Background: an optimization exercise with open tools, aiming at small area, a short achievable clock period and few clock cycles. Do not read the settings as production practice.
In this exercise RTL edits were held to simulation tests only and were not proved equivalent to the original.

## design/flow/config.mk

```make
export PLATFORM = sky130hd
export DESIGN_NAME = secded_sm_core
export DESIGN_NICKNAME = secded_sm_core
export VERILOG_FILES = /design/flow/design.v
export SDC_FILE = /design/flow/constraint.sdc
export NUM_CORES = 4
export LEC_CHECK = 0
export CAP_MARGIN = 20
export CORE_MARGIN = 2
export CORE_UTILIZATION = 40
export SLEW_MARGIN = 20
```

## design/flow/constraint.sdc

```tcl
create_clock -name core_clock -period 10.0 [get_ports {clk}]
set_input_delay 2.0000 -clock core_clock [delete_from_list [all_inputs] [get_ports {clk}]]
set_output_delay 2.0000 -clock core_clock [all_outputs]
set_load 0.01 [all_outputs]
```

## design/flow/design.v

```verilog
module secded_sm_core (
    input  wire        clk,
    input  wire        rst,
    input  wire [5:0]  enc_data,
    output wire [10:0] enc_chan,
    input  wire [10:0] dec_chan,
    output wire [5:0]  dec_data,
    output wire [1:0]  dec_outcome,
    input  wire        exec_valid,
    input  wire [5:0]  exec_word,
    output wire        exec_ready,
    output wire [1:0]  run_state,
    output wire        ovf,
    output wire [2:0]  err_cause,
    output wire [1:0]  top_tag,
    output wire [7:0]  top_data,
    output wire        ann_valid,
    output wire [7:0]  ann_data,
    input  wire        ann_ready
);
    secded_codec u_codec (
        .enc_data    (enc_data),
        .enc_chan    (enc_chan),
        .dec_chan    (dec_chan),
        .dec_data    (dec_data),
        .dec_outcome (dec_outcome)
    );
    stack_machine u_sm (
        .clk        (clk),
        .rst        (rst),
        .exec_valid (exec_valid),
        .exec_word  (exec_word),
        .exec_ready (exec_ready),
        .run_state  (run_state),
        .ovf        (ovf),
        .err_cause  (err_cause),
        .top_tag    (top_tag),
        .top_data   (top_data),
        .ann_valid  (ann_valid),
        .ann_data   (ann_data),
        .ann_ready  (ann_ready)
    );
endmodule
module secded_codec (
    input  wire [5:0]  enc_data,
    output wire [10:0] enc_chan,
    input  wire [10:0] dec_chan,
    output reg  [5:0]  dec_data,
    output reg  [1:0]  dec_outcome
);
    localparam [1:0] VALID         = 2'b00;
    localparam [1:0] CORRECTED     = 2'b01;
    localparam [1:0] UNCORRECTABLE = 2'b10;
    function [3:0] parity;
        input [5:0] d;   
        reg d0, d1, d2, d3, d4, d5;
        begin
            d0 = d[5]; d1 = d[4]; d2 = d[3]; d3 = d[2]; d4 = d[1]; d5 = d[0];
            parity[3] = d0 ^ d1 ^ d2;
            parity[2] = d0 ^ d3 ^ d4;
            parity[1] = d1 ^ d3 ^ d5;
            parity[0] = d2 ^ d4 ^ d5;
        end
    endfunction
    wire [3:0] enc_par = parity(enc_data);
    assign enc_chan = {enc_data, enc_par, ^{enc_data, enc_par}};
    wire [5:0] rd   = dec_chan[10:5];
    wire [3:0] rp   = dec_chan[4:1];
    wire       op   = ^dec_chan;
    wire [3:0] syn  = parity(rd) ^ rp;    
    wire       nz   = |syn;
    always @(*) begin
        dec_data    = rd;
        dec_outcome = VALID;
        if (!op && !nz) begin
            dec_outcome = VALID;
        end else if (op && !nz) begin
            dec_outcome = CORRECTED;
        end else if (!op && nz) begin
            dec_outcome = UNCORRECTABLE;
        end else begin
            dec_outcome = CORRECTED;
            case (syn)
                4'b1100: dec_data[5] = ~rd[5];
                4'b1010: dec_data[4] = ~rd[4];
                4'b1001: dec_data[3] = ~rd[3];
                4'b0110: dec_data[2] = ~rd[2];
                4'b0101: dec_data[1] = ~rd[1];
                4'b0011: dec_data[0] = ~rd[0];
                4'b1000, 4'b0100, 4'b0010, 4'b0001: ;
                default: dec_outcome = UNCORRECTABLE;
            endcase
        end
    end
endmodule
module stack_machine (
    input  wire       clk,
    input  wire       rst,
    input  wire       exec_valid,
    input  wire [5:0] exec_word,
    output wire       exec_ready,
    output wire [1:0] run_state,
    output wire       ovf,
    output wire [2:0] err_cause,
    output reg  [1:0] top_tag,
    output reg  [7:0] top_data,
    output reg        ann_valid,
    output reg  [7:0] ann_data,
    input  wire       ann_ready
);
    localparam DEPTH = 32;
    localparam [1:0] ST_IDLE    = 2'b00;
    localparam [1:0] ST_RUNNING = 2'b01;
    localparam [1:0] ST_STOPPED = 2'b10;
    localparam [1:0] ST_ERROR   = 2'b11;
    localparam [2:0] E_NONE      = 3'd0;
    localparam [2:0] E_UNDERFLOW = 3'd1;
    localparam [2:0] E_TYPE      = 3'd2;
    localparam [2:0] E_DIVZERO   = 3'd3;
    localparam [2:0] E_CAPACITY  = 3'd5;
    localparam [3:0] OP_STP = 4'h0, OP_DUP = 4'h1, OP_DEL = 4'h2, OP_SWP = 4'h3,
                     OP_ADD = 4'h4, OP_SUB = 4'h5, OP_MUL = 4'h6, OP_DIV = 4'h7,
                     OP_EXP = 4'h8, OP_MOD = 4'h9, OP_SHL = 4'hA, OP_SHR = 4'hB,
                     OP_HEX = 4'hC, OP_IEQ = 4'hD, OP_NOT = 4'hE, OP_XOR = 4'hF;
    localparam [2:0] F_READY    = 3'd0;
    localparam [2:0] F_DIV      = 3'd1;
    localparam [2:0] F_EXP      = 3'd2;
    localparam [2:0] F_SPK_LOAD = 3'd3;
    localparam [2:0] F_SPK_EMIT = 3'd4;
    localparam [2:0] F_SPK_END  = 3'd5;
    reg [1:0] state_q;
    reg       ovf_q;
    reg [2:0] cause_q;
    reg [2:0] fsm_q;
    reg [8:0] mem [0:DEPTH-1];
    reg [5:0] sp;                        
    assign run_state  = state_q;
    assign ovf        = ovf_q;
    assign err_cause  = cause_q;
    assign exec_ready = (fsm_q == F_READY);
    wire [4:0] idx1 = sp[4:0] - 5'd1;    
    wire [4:0] idx2 = sp[4:0] - 5'd2;    
    wire [8:0] x_cell = mem[idx1];
    wire [8:0] y_cell = mem[idx2];
    wire [7:0] x = x_cell[7:0];
    wire [7:0] y = y_cell[7:0];
    wire x_chr = x_cell[8];
    wire y_chr = y_cell[8];
    wire has1 = (sp >= 6'd1);
    wire has2 = (sp >= 6'd2);
    wire full = (sp == DEPTH);
    always @(*) begin
        if (!has1) begin
            top_tag  = 2'b00;
            top_data = 8'h00;
        end else if (!x_chr) begin
            top_tag  = 2'b01;
            top_data = x;
        end else if (x == 8'h20) begin
            top_tag  = 2'b11;
            top_data = x;
        end else begin
            top_tag  = 2'b10;
            top_data = x;
        end
    end
    wire [8:0]  add_t = {1'b0, y} + {1'b0, x};
    wire [8:0]  sub_t = {1'b0, y} - {1'b0, x};
    wire [15:0] mul_t = y * x;
    wire [15:0] shl_t = {8'h00, y} << x[2:0];
    wire        big_shift = (x > 8'd7);
    function is_hex;
        input [7:0] c;
        is_hex = (c >= 8'h41) && (c <= 8'h46);
    endfunction
    wire [3:0] hex_hi = y[3:0] + 4'd9;   
    wire [3:0] hex_lo = x[3:0] + 4'd9;
    reg [7:0] alu_res;
    reg       alu_ovf;
    always @(*) begin
        alu_res = 8'h00;
        alu_ovf = 1'b0;
        case (exec_word[3:0])
            OP_ADD: begin alu_res = add_t[7:0]; alu_ovf = add_t[8]; end
            OP_SUB: begin alu_res = sub_t[7:0]; alu_ovf = sub_t[8]; end
            OP_MUL: begin alu_res = mul_t[7:0]; alu_ovf = |mul_t[15:8]; end
            OP_SHL: begin
                alu_res = big_shift ? 8'h00 : shl_t[7:0];
                alu_ovf = (y != 8'h00) && (big_shift || (shl_t[15:8] != 8'h00));
            end
            OP_SHR: begin alu_res = big_shift ? 8'h00 : (y >> x[2:0]); alu_ovf = 1'b0; end
            OP_HEX: alu_res = {hex_hi, hex_lo};
            OP_IEQ: alu_res = {7'd0, (x == y)};
            OP_XOR: alu_res = x ^ y;
            default: ;
        endcase
    end
    reg [7:0] dv_quo;
    reg [7:0] dv_rem;
    reg [7:0] dv_den;
    reg [3:0] dv_cnt;
    reg       dv_mod;
    wire [8:0] dv_trial = {dv_rem, dv_quo[7]} - {1'b0, dv_den};
    reg [7:0] ex_res;
    reg       ex_res_big;
    reg [7:0] ex_base;
    reg       ex_base_big;
    reg [7:0] ex_exp;
    wire [15:0] ex_mul = ex_res * ex_base;
    wire [15:0] ex_sq  = ex_base * ex_base;
    reg [7:0] sk_left;
    reg [7:0] sk_ch0, sk_ch1, sk_ch2;
    reg [1:0] sk_nch;
    reg [1:0] sk_pos;
    wire [7:0] dec_h = x / 8'd100;
    wire [7:0] dec_t = (x / 8'd10) % 8'd10;
    wire [7:0] dec_o = x % 8'd10;
    always @(*) begin
        ann_valid = 1'b0;
        ann_data  = 8'h00;
        if (fsm_q == F_SPK_EMIT) begin
            ann_valid = 1'b1;
            case (sk_pos)
                2'd0:    ann_data = sk_ch0;
                2'd1:    ann_data = sk_ch1;
                default: ann_data = sk_ch2;
            endcase
        end else if (fsm_q == F_SPK_END) begin
            ann_valid = 1'b1;
            ann_data  = 8'h00;
        end
    end
    wire go     = exec_valid && exec_ready &&
                  (state_q == ST_IDLE || state_q == ST_RUNNING);
    wire is_lit = (exec_word[5:4] == 2'b00);
    wire is_op  = (exec_word[5:4] == 2'b01);
    wire is_chr = exec_word[5];
    wire [3:0] opc = exec_word[3:0];
    wire [4:0] chr_idx = exec_word[4:0];
    wire two_int = !x_chr && !y_chr;
    always @(posedge clk) begin
        if (rst) begin
            state_q <= ST_IDLE;
            ovf_q   <= 1'b0;
            cause_q <= E_NONE;
            fsm_q   <= F_READY;
            sp      <= 6'd0;
        end else begin
            case (fsm_q)
            F_READY: if (go) begin
                state_q <= ST_RUNNING;
                if (is_lit) begin
                    if (full) begin
                        state_q <= ST_ERROR; cause_q <= E_CAPACITY;
                    end else begin
                        mem[sp[4:0]] <= {5'b00000, exec_word[3:0]};
                        sp <= sp + 6'd1;
                    end
                end else if (is_chr) begin
                    if (chr_idx <= 5'd26) begin
                        if (full) begin
                            state_q <= ST_ERROR; cause_q <= E_CAPACITY;
                        end else begin
                            mem[sp[4:0]] <= (chr_idx == 5'd26) ? 9'h120
                                                               : {1'b1, 8'h41 + {3'b000, chr_idx}};
                            sp <= sp + 6'd1;
                        end
                    end else if (chr_idx == 5'd31) begin
                        if (!has1) begin
                            state_q <= ST_ERROR; cause_q <= E_UNDERFLOW;
                        end else if (x_chr) begin
                            state_q <= ST_ERROR; cause_q <= E_TYPE;
                        end else if ({1'b0, x} >= {3'b000, sp}) begin
                            state_q <= ST_ERROR; cause_q <= E_UNDERFLOW;
                        end else begin
                            sp      <= sp - 6'd1;
                            sk_left <= x;
                            fsm_q   <= (x == 8'd0) ? F_SPK_END : F_SPK_LOAD;
                        end
                    end
                end else begin
                    case (opc)
                    OP_STP: state_q <= ST_STOPPED;
                    OP_DUP: begin
                        if (!has1) begin
                            state_q <= ST_ERROR; cause_q <= E_UNDERFLOW;
                        end else if (full) begin
                            state_q <= ST_ERROR; cause_q <= E_CAPACITY;
                        end else begin
                            mem[sp[4:0]] <= x_cell;
                            sp <= sp + 6'd1;
                        end
                    end
                    OP_DEL: begin
                        if (!has1) begin
                            state_q <= ST_ERROR; cause_q <= E_UNDERFLOW;
                        end else begin
                            sp <= sp - 6'd1;
                        end
                    end
                    OP_SWP: begin
                        if (!has2) begin
                            state_q <= ST_ERROR; cause_q <= E_UNDERFLOW;
                        end else begin
                            mem[idx1] <= y_cell;
                            mem[idx2] <= x_cell;
                        end
                    end
                    OP_NOT: begin
                        if (!has1) begin
                            state_q <= ST_ERROR; cause_q <= E_UNDERFLOW;
                        end else if (x_chr) begin
                            state_q <= ST_ERROR; cause_q <= E_TYPE;
                        end else begin
                            mem[idx1] <= {1'b0, ~x};
                        end
                    end
                    OP_HEX: begin
                        if (!has2) begin
                            state_q <= ST_ERROR; cause_q <= E_UNDERFLOW;
                        end else if (!x_chr || !y_chr || !is_hex(x) || !is_hex(y)) begin
                            state_q <= ST_ERROR; cause_q <= E_TYPE;
                        end else begin
                            mem[idx2] <= {1'b0, alu_res};
                            sp <= sp - 6'd1;
                        end
                    end
                    default: begin
                        if (!has2) begin
                            state_q <= ST_ERROR; cause_q <= E_UNDERFLOW;
                        end else if (!two_int) begin
                            state_q <= ST_ERROR; cause_q <= E_TYPE;
                        end else if ((opc == OP_DIV || opc == OP_MOD) && x == 8'd0) begin
                            state_q <= ST_ERROR; cause_q <= E_DIVZERO;
                        end else if (opc == OP_DIV || opc == OP_MOD) begin
                            dv_quo <= y;
                            dv_rem <= 8'd0;
                            dv_den <= x;
                            dv_cnt <= 4'd8;
                            dv_mod <= (opc == OP_MOD);
                            fsm_q  <= F_DIV;
                        end else if (opc == OP_EXP) begin
                            ex_res      <= 8'd1;
                            ex_res_big  <= 1'b0;
                            ex_base     <= y;
                            ex_base_big <= 1'b0;
                            ex_exp      <= x;
                            fsm_q       <= F_EXP;
                        end else begin
                            mem[idx2] <= {1'b0, alu_res};
                            sp <= sp - 6'd1;
                            if (opc != OP_IEQ && opc != OP_XOR)
                                ovf_q <= alu_ovf;
                        end
                    end
                    endcase
                end
            end
            F_DIV: begin
                if (dv_cnt == 4'd0) begin
                    mem[idx2] <= {1'b0, dv_mod ? dv_rem : dv_quo};
                    sp    <= sp - 6'd1;
                    ovf_q <= 1'b0;
                    fsm_q <= F_READY;
                end else begin
                    if (!dv_trial[8]) begin
                        dv_rem <= dv_trial[7:0];
                        dv_quo <= {dv_quo[6:0], 1'b1};
                    end else begin
                        dv_rem <= {dv_rem[6:0], dv_quo[7]};
                        dv_quo <= {dv_quo[6:0], 1'b0};
                    end
                    dv_cnt <= dv_cnt - 4'd1;
                end
            end
            F_EXP: begin
                if (ex_exp == 8'd0) begin
                    mem[idx2] <= {1'b0, ex_res};
                    sp    <= sp - 6'd1;
                    ovf_q <= ex_res_big;
                    fsm_q <= F_READY;
                end else begin
                    if (ex_exp[0]) begin
                        ex_res     <= ex_mul[7:0];
                        ex_res_big <= ex_res_big || ex_base_big || (ex_mul[15:8] != 8'd0);
                    end
                    ex_base     <= ex_sq[7:0];
                    ex_base_big <= ex_base_big || (ex_sq[15:8] != 8'd0);
                    ex_exp      <= ex_exp >> 1;
                end
            end
            F_SPK_LOAD: begin
                sp      <= sp - 6'd1;
                sk_left <= sk_left - 8'd1;
                sk_pos  <= 2'd0;
                if (x_chr) begin
                    sk_ch0 <= x;
                    sk_nch <= 2'd1;
                end else if (x >= 8'd100) begin
                    sk_ch0 <= 8'h30 + dec_h;
                    sk_ch1 <= 8'h30 + dec_t;
                    sk_ch2 <= 8'h30 + dec_o;
                    sk_nch <= 2'd3;
                end else if (x >= 8'd10) begin
                    sk_ch0 <= 8'h30 + dec_t;
                    sk_ch1 <= 8'h30 + dec_o;
                    sk_nch <= 2'd2;
                end else begin
                    sk_ch0 <= 8'h30 + dec_o;
                    sk_nch <= 2'd1;
                end
                fsm_q <= F_SPK_EMIT;
            end
            F_SPK_EMIT: begin
                if (ann_ready) begin
                    if (sk_pos == sk_nch - 2'd1) begin
                        fsm_q <= (sk_left == 8'd0) ? F_SPK_END : F_SPK_LOAD;
                    end else begin
                        sk_pos <= sk_pos + 2'd1;
                    end
                end
            end
            F_SPK_END: begin
                if (ann_ready)
                    fsm_q <= F_READY;
            end
            default: fsm_q <= F_READY;
            endcase
        end
    end
endmodule
```

## design/flow/run.sh

```bash
#!/bin/bash
# synth_recipe.tcl (not shown) runs the flow's synth.tcl, then flattens the netlist and writes it again
# the make line also repeats each setting of config.mk as NAME=value (left out here)
make -C /OpenROAD-flow-scripts/flow DESIGN_CONFIG=/design/flow/config.mk WORK_HOME=/design/flow/orfs CLKGATE_MAP_FILE= SYNTH_SCRIPT=/design/flow/synth_recipe.tcl finish
```

==> impl_metrics.csv <==
group,metric,value,unit
run_status,status,"timing/DRC/antenna clean",
die,die_x,290,um
die,die_y,290,um
synth,synth.area.top_cells,"edfxtp_1 (35%), mux4_2 (9.6%), ha_1 (6.5%)",
cells_and_area,regArea,11700,um^2
placed_design,gp_congestion,0.960,
sta,finalSetupViolCount,0,
global_routing,grt_overflow_total,0,
cells_and_area,drive_above_1_share,11.8,%
cts,cts_sinks,394,
cts,htreeDepth,2,
detailed_routing,drc,0,
worst_setup_path,worst_setup_path_start_kind,"register",
synth,yosysUniqueCellTypes,90,
synth,async_flop_share,0,%
sta,max_clock_freq,108,MHz
synth,synthFlopType,"edfxtp_1",
sta,fin_ws,0.769,ns
detailed_routing,totalWireLength,110000,um
worst_setup_path,cpLargestDelayFamily,"adder cells",
cts,clk_root_buffer_cell,"clkbuf_16",
worst_setup_path,ff2ff_path_depth,27,
cts,clock_latency,0.61,ns
sta,setup_tns,0,ns
placed_design,pre_cts_ws,0.988,ns
sta,max_slew_margin,19.5,%
synth,synth.top_cells.by_count,"nor2_1 (384), edfxtp_1 (379), a21oi_1 (290)",
detailed_routing,viasPerCell,6.14,
synth,synth.top_cell.area_share,34.7,%
global_routing,grt_pass1_vias,25800,
cts,cts_setup_buffers,0,
worst_setup_path,arrival,9.56,ns
die,num_rows,104,
synth,synth-edff-count,379,
cells_and_area,fin_util,44.9,%
cts,post_cts_resized,0,
cells_and_area,diodes,0,
worst_setup_path,path_buf_inv,7,
cts,cts_buffer_depth,3,
placed_design,io_buffers,71,
worst_setup_path,r2r_slack,0.77,ns
run,max-cap-violations,0,
die,initial_utilization,40.6,%
worst_setup_path,rr_endpoint,"u_sm.mem[24][7]",
worst_setup_path,crit_type,"reg -> reg",
cells_and_area,nets,3553,
synth,synth_area,32800,um^2
synth,synth-seq-cells,394,
detailed_routing,firstDrtPassIters,7,
global_routing,grt_max_degree,116,
detailed_routing,postRouteAntennaNets,0,
worst_setup_path,crit_start,"u_sm.sp[2]",
cells_and_area,n_fill_cell,7615,
synth,ys_seq_area_share,35.6,%
cts,cts_buffers,45,
global_routing,grt_antenna_before_repair,0,
placed_design,dpl_cell_area,34800,um^2
hold_path,min_path_type,"reg -> reg",
die,die_area,84200,um^2
die,ios,72,
die,core-area,80800,um^2
hold_path,hp-start,"u_sm.state_q[0]",
placed_design,dp_hpwl,77900,um
worst_setup_path,slowest_stage,"ha_1",
detailed_routing,post_drt_wl_per_cell,25.3,um
synth,synthCells,3262,
worst_setup_path,r2r-start,"u_sm.sp[2]",
cts,path_clk_slew,0.06,ns
sta,tightest_slew,1.18,ns
sta,rsz0062_at_grt,"false",
cells_and_area,multi_input_area,19500,um^2
sta,fin_crit_sh,92.3,%
global_routing,grt_first_pass_wirelength,168000,um
sta,slew_violations,0,
worst_setup_path,crit_path_end_kind,"register",
hold_path,min_to,"u_sm.state_q[0]",
worst_setup_path,cp_max_fo,32,
sta,hold_violations,0,
cells_and_area,area_growth,10.7,%
sta,period_minus_slack,9.23,ns
synth,yosysMostFrequentCell,"nor2_1",
synth,ys_warn_count,2,
synth,avgSynthCellArea,10.0,um^2
sta,finalClockSkew,0.0188,ns
cts,ctsHoldBuffers,0,
cts,cts_tree,"yes",
synth,yosysTopAreaCell,"edfxtp_1",
hold_path,hold_depth,2,
detailed_routing,vias,26700,
worst_setup_path,worstPathRequired,10.33,ns
detailed_routing,drt-initial-drc-count,3198,
worst_setup_path,slowest_delay,0.99,ns
cells_and_area,fin_area,36300,um^2
global_routing,track_usage,25.9,%
==> how the worst max path moves through the flow <==
stage / end / slack, ns / cells past startpoint
finish: u_sm.mem[24][7] / 0.77 / 27
global route: u_sm.ovf_q / 0.49 / 30
CTS: u_sm.mem[10][7] / 0.97 / 27
detailed placement: u_sm.mem[18][7] / 0.99 / 27
global placement: u_sm.mem[13][7] / 1.05 / 27
floorplan: u_sm.ovf_q / 1.22 / 41
==> placed cells by master (no fill, tap or decap), types with 19 or more instances in the layout <==
master and n:
nor2b_1 23, ha_1 168, buf_4 92, and2_1 99, nand3_1 48, xor2_1 25
inv_1 203, mux4_2 140, edfxtp_1 379, o21ai_0 164, o22ai_1 41, clkdlybuf4s50_1 71
a211oi_1 31, mux2i_1 194, nor2_1 384, nor3_1 48, fa_1 100, a21oi_1 282
a22oi_1 27, a21o_1 25, clkbuf_16 45, and3_1 19, xnor2_1 74, nand2_1 249
==> stage by stage <==
stage,hold WS [ns],cells
6_report,0.511,4353
5_1_grt,0.539,4353
4_1_cts,0.513,4353
3_5_place_dp,0.504,4270
3_3_place_gp,0.499,4270
2_1_floorplan,0.490,3263
==> cell families (layout without fill, tap and decap cells) <==
family                     Yosys count  count (layout)  synth area share [%]
muxes                              357             357                  16.4
other                                1               2                0.0114
buffers and inverters              434             464                  5.54
AOI/OAI and AO/OA                  730             730                  13.4
DFF                                394             394                  35.6
xor gates and xnor gates           102             102                  2.78
and+or+nand+nor                    975             975                  13.7
adders and majority gates          269             269                  12.6
==> registers in the layout, summed over array words and instances (netlist names), 2 cells and up <==
register      cells
u_sm.sk_ch0       8
u_sm.cause_q      3
u_sm.state_q      2
u_sm.sk_pos       2
u_sm.mem        288
u_sm.dv_quo       8
u_sm.sk_nch       2
u_sm.sk_ch2       8
u_sm.dv_rem       8
u_sm.dv_den       8
u_sm.ex_base      8
u_sm.sk_ch1       8
u_sm.dv_cnt       4
u_sm.ex_exp       8
u_sm.fsm_q        3
u_sm.ex_res       8
u_sm.sp           6
u_sm.sk_left      8
==> cell type report <==
| type | count | area share, % |
|---|---|---|
| Multi-Input combinational cell | 2435 | 53.7 |
| Sequential cell | 394 | 32.2 |
| Timing Repair Buffer | 166 | 4.03 |
| Tap cell | 1060 | 3.65 |
| Clock buffer | 55 | 3.26 |
| Inverter | 215 | 2.22 |
| Clock inverter | 28 | 0.938 |
==> tightest hold or removal path: stages, from the launching register on <==
cell	delay [ns]
dfxtp_1	0.31
nor2_1	0.10
a211oi_1	0.05
==> metal layers <==
| metal | GRT usage (%) | vias up | share of wire, % | routed length (um) |
|---|---|---|---|---|
| li1 | - | 11900 | - | - |
| met1 | 36.4 | 13100 | 41 | 45700 |
| met2 | 39.9 | 1509 | 45 | 49200 |
| met3 | 4.36 | 271 | 9.5 | 10500 |
| met4 | 10.3 | 0 | 4.5 | 4940 |
| met5 | 0 | - | 0 | 0 |
Testbench counts, summed over its fixed seeds: cycles 28,534.

[re-timing with driven ports]
How much do the figures lean on ideal ports? The routed layout below was timed once more, with nothing changed but the port constraints. Step 1: set_driving_cell puts a clkbuf_16 on clk and a buf_2 on each other input, an assumption about the parent block. Step 2 adds t to the input delays and takes it off the output delays; t is the mean of the earliest and latest rising clock arrival at the registers after step 1. Input paths then give back, and output paths get back, about the clock's delay inside the block. Slacks: ideal / step 1 / step 2; pairs: ideal / step 1.
shift t [ns]: 0.657
setup WS [ns]: 0.769 / 0.769 / 0.769
hold WS [ns]: 0.511 / 0.511 / 0.511
latest minus earliest clock arrival (ns): 0.019 / 0.019
After both steps this run still meets setup and hold. For this run, drivers alone change the setup slack by 0.000 ns; drivers and shift together by 0.000 ns.
